This design comes from an exercise in tuning for small area, a short achievable clock period and few clock cycles per item on the open sky130 flow, not from production work.
In this exercise RTL edits were held to simulation tests only and were not proved equivalent to the original.
Power is estimated from default activity; no workload was simulated.

==> job 1241: inputs <==
Design medusa_dsp, start of the top module:
module medusa_dsp (
    input  wire        clk,
    input  wire        rst,
    input  wire        bus_req,
    input  wire        bus_we,
    input  wire [11:0] bus_addr,
    input  wire [31:0] bus_wdata,
    output wire        bus_ack,
    output wire [31:0] bus_rdata
);
clock: 15.0 ns
lec_check: 0
cap_margin: 20
core_margin: 2
core_utilization: 65
cts_cluster_diameter: 70
cts_cluster_size: 24
slew_margin: 20
synth_hierarchical: 1
tns_end_percent: 5
standard.sh (not shown) runs the stock make flow with config.mk's settings and CLKGATE_MAP_FILE= SYNTH_SCRIPT=/design/flow/synth_recipe.tcl, a recipe that flattens the netlist after the stock synthesis.
==> flow/flow/run.sh <==
#!/bin/bash
# Layout: the standard flow (standard.sh) unchanged, except that timing repair aims
# for 7.5 ns of setup slack beyond the constraint. Output of the flow: standard.log here,
# and each step's own log under orfs/logs/.
set -euo pipefail
bash standard.sh SETUP_SLACK_MARGIN=7.5 finish > standard.log 2>&1
==> job 2542: changes against job 1241 <==
--- a/flow/design.v
+++ b/flow/design.v
@@ -68,17 +68,16 @@
             default: legal = 1'b0;
         endcase
     end
     reg         ir_valid;
     reg         ir_cmd;                    
     reg  [9:0]  ir_a;                      
     reg  [31:0] ir;                        
     reg         ir_legal;                  
-    reg         w_osc, w_ftoi, w_pstep, w_env0, w_srr, w_incw;
     wire        ir_wait;                   
     reg         fp_valid;                  
     reg  [2:0]  fp_k;
     wire rd_s_addr = (bus_addr[11:5] == 7'b0000_001);
     wire rd_block  = ir_valid || fp_valid;
     wire acc_cmd   = (bus_addr[11:2] == 10'h005);
     reg  rd_cap;                               
     reg  [9:0]  rd_a;
@@ -562,30 +561,30 @@
             end
         end else if (ir_valid && c_srr && !srr_le && !m_ok) begin
             m_run <= 1'b1;
             m_cnt <= 4'd0;
             m_rem <= 9'd0;
         end
     end
     assign ir_wait = x_retry ||
-                     (w_ftoi && fp_valid) ||
-                     (w_osc && fp_valid && (xk8 == fp_k)) ||
-                     (w_incw && fp_valid) ||                    
-                     (w_pstep && !pn_valid) ||
-                     (w_env0 && !e_ok) ||
-                     (w_srr && (srr_chg || (!srr_le_r && !m_ok)));
+                     (c_ftoi && fp_valid) ||
+                     (c_osc && fp_valid && (xk8 == fp_k)) ||
+                     (!ir_cmd && fp_valid && (ir_a[9:4] == 6'b0001_00) && ir_a[0]) ||      
+                     (c_pstep && !pn_valid) ||
+                     (c_env && !xt && !e_ok) ||
+                     (c_srr && (srr_chg || (!srr_le_r && !m_ok)));
     wire signed [15:0] rd_s    = s_reg[bus_addr[4:2]];
-    reg                rd_g_ph, rd_g_ic, rd_g_fst, rd_g_fcut;
+    wire        [31:0] rd_osc  = rd_a[0] ? ic : ph;
     wire signed [15:0] rd_fst  = fst[rd_a[1:0]];
     wire        [11:0] rd_fcut = fcut[rd_a[1:0]];
-    wire        [31:0] rd_arr  = ({32{rd_g_ph}}  & ph) |
-                                 ({32{rd_g_ic}}  & ic) |
-                                 ({32{rd_g_fst}} & {{16{rd_fst[15]}}, rd_fst}) |
-                                 ({32{rd_g_fcut}} & {20'd0, rd_fcut});
+    wire        [31:0] rd_arr  = (rd_a[9:4] == 6'b0001_00)  ? rd_osc :
+                                 (rd_a[9:2] == 8'h20)       ? {{16{rd_fst[15]}}, rd_fst} :
+                                 (rd_a[9:2] == 8'h28)       ? {20'd0, rd_fcut} :
+                                                              32'd0;
     reg [31:0] rd_reg;
     always @(*) begin
         case ({rd_a, 2'b00})
             12'h000: rd_reg = {30'd0, st_buserr, st_ill};
             12'h004: rd_reg = 32'h0000_0408;
             12'h008: rd_reg = 32'd16;
             12'h00C: rd_reg = 32'd16;
             12'h010: rd_reg = 32'd22050;
@@ -610,21 +609,17 @@
             12'h0A0: rd_reg = pt_cur;
             12'h0A4: rd_reg = pt_tgt;
             12'h0A8: rd_reg = {15'd0, pt_glide};
             12'h0AC: rd_reg = freq;
             default: rd_reg = rd_arr;
         endcase
     end
     always @(posedge clk) begin
-        rd_a      <= bus_addr[11:2];
-        rd_g_ph   <= (bus_addr[11:6] == 6'b0001_00) && !bus_addr[2];
-        rd_g_ic   <= (bus_addr[11:6] == 6'b0001_00) &&  bus_addr[2];
-        rd_g_fst  <= (bus_addr[11:4] == 8'h20);
-        rd_g_fcut <= (bus_addr[11:4] == 8'h28);
+        rd_a <= bus_addr[11:2];
         if (rst) rd_cap <= 1'b0;
         else     rd_cap <= bus_req && !bus_we && aligned && !rd_s_addr && !bus_ack;
     end
     medusa_rdout u_rdout (
         .aligned (aligned),
         .sel_s   (rd_s_addr),
         .s_val   (rd_s),
         .r_val   (rd_reg),
@@ -654,22 +649,16 @@
             x3_valid <= x_go && c_echo && echo_on;
         end
     end
     always @(posedge clk) begin
         if (issue) begin
             ir     <= w;
             ir_cmd <= acc_cmd;
             ir_legal <= legal;
-            w_osc   <= acc_cmd && legal && (op == 6'h01);
-            w_ftoi  <= acc_cmd && legal && (op == 6'h06);
-            w_pstep <= acc_cmd && legal && (op == 6'h07);
-            w_srr   <= acc_cmd && legal && (op == 6'h09);
-            w_env0  <= acc_cmd && legal && (op == 6'h14) && !w[16];
-            w_incw  <= !acc_cmd && (bus_addr[11:6] == 6'b0001_00) && bus_addr[2];
             ir_a   <= bus_addr[11:2];
         end
         x2_mx   <= mx;
         x2_my   <= my32k ? 16'sd0 : my;
         x2_y32k <= my32k;
         x2_base <= mbase;
         x3_wi   <= echo_wr;
         echo_f  <= prod[33:15];
CORE_UTILIZATION = 60   (was 65)
==> job 832: changes against job 1241 <==
--- a/flow/design.v
+++ b/flow/design.v
@@ -129,17 +129,17 @@
     wire r_ptcur = r_wr && (ir_a == 10'h028);
     wire r_pttgt = r_wr && (ir_a == 10'h029);
     wire r_ptgl  = r_wr && (ir_a == 10'h02A);
     wire r_freq  = r_wr && (ir_a == 10'h02B);
     wire ex_pstep = x_go && c_pstep;
     wire ex_env   = x_go && c_env;
     wire ex_uclr2 = x_go && c_uclr && (xk4 == 2'd2);
     wire        [2:0]  sa_i = xra;
-    wire        [2:0]  ph_i = ir_valid ? xk8 : rd_a[3:1];
+    reg         [2:0]  ph_i;
     wire signed [15:0] sa = s_reg[sa_i];
     wire        [31:0] ph = phase[ph_i];
     wire        [31:0] ic = inc[ph_i];
     wire signed [15:0] saw_v = $signed({1'b0, ph[31:17]}) - 16'sd16384;
     wire signed [15:0] sqr_v = ph[31] ? -16'sd16384 : 16'sd16383;
     wire        [13:0] tri_f = ph[29:16];
     reg  signed [15:0] tri_v;
     always @(*) begin
@@ -611,16 +611,18 @@
             12'h0A4: rd_reg = pt_tgt;
             12'h0A8: rd_reg = {15'd0, pt_glide};
             12'h0AC: rd_reg = freq;
             default: rd_reg = rd_arr;
         endcase
     end
     always @(posedge clk) begin
         rd_a      <= bus_addr[11:2];
+        if (issue)                      ph_i <= w[10:8];
+        else if (!(ir_valid && !x_go))  ph_i <= bus_addr[5:3];
         rd_g_ph   <= (bus_addr[11:6] == 6'b0001_00) && !bus_addr[2];
         rd_g_ic   <= (bus_addr[11:6] == 6'b0001_00) &&  bus_addr[2];
         rd_g_fst  <= (bus_addr[11:4] == 8'h20);
         rd_g_fcut <= (bus_addr[11:4] == 8'h28);
         if (rst) rd_cap <= 1'b0;
         else     rd_cap <= bus_req && !bus_we && aligned && !rd_s_addr && !bus_ack;
     end
     medusa_rdout u_rdout (
CORE_UTILIZATION = 60   (was 65)
==> comparison table <==
quantity	job 1241	job 832	job 2542
Launch point of the worst path	rd_a[6]	rd_a[1]	rd_a[1]
Power per Cell Area	197 nW/µm²	185 nW/µm²	191 nW/µm²
Synthesized netlist cell count	12400	12200	12300
Internal power component	0.0141 W	0.0137 W	0.0142 W
Final cell area excluding filler cells	133000 µm²	134000 µm²	137000 µm²
Aggregate routed wire length	484000 µm	502000 µm	525000 µm
Post-synthesis share of cell area spent on xor and xnor gates	4.06%	4.04%	4.16%
Initial antenna violation count	47	59	56
Number of cells in the design after placement	14500	14500	14700
Placeable core region	186000 µm²	203000 µm²	202000 µm²
PostCTS Resize Cnt	288	283	464
Setup crit end	bus_rdata[4]	bus_rdata[8]	bus_rdata[6]
Non-filler cells in the finished layout	14900	14900	15100
NetSw	0.0123 W	0.0111 W	0.0119 W
Run status	no timing/DRC/antenna violations	no timing/DRC/antenna violations	no timing/DRC/antenna violations
Nets	13000	12900	13100
Number of non-clock inverters	519	511	490
Testbench counts of job 1241, summed over its fixed seeds: cycles 66,281, accesses 56,468.
Testbench counts of job 2542, summed over its fixed seeds: cycles 66,281, accesses 56,468.
Testbench counts of job 832, summed over its fixed seeds: cycles 66,281, accesses 56,468.

[static timing again, ports no longer ideal]
Ports are ideal in the flow. The routed layouts listed here were re-timed in OpenROAD. Step 1 sets driving cells, clkbuf_16 on the clock port and buf_2 on the other inputs (assumed; they add their load-dependent delay and slew). Step 2 moves the port delays by t, midway between the first and last clock arrival at a register: inputs arrive t later, outputs are due t later. That takes back most of the time a late clock gives input paths. a / b / c = ideal ports / drivers / drivers and shift; a / b = the first two.
run | t (ns) | setup slack, ns | worst setup path at the end | worst register clock-pin slew, ns
job 1241 | 0.960 | 6.570 / 6.464 / 6.013 | input to register | 0.10 / 0.10
job 2542 | 0.988 | 7.055 / 6.954 / 6.699 | input to register | 0.10 / 0.10
job 832 | 0.953 | 6.977 / 6.873 / 6.633 | input to register | 0.10 / 0.10
After both steps setup and hold are still met in every run listed. For job 1241, which loses most, drivers alone change the setup slack by -0.106 ns; drivers and shift together by -0.557 ns.
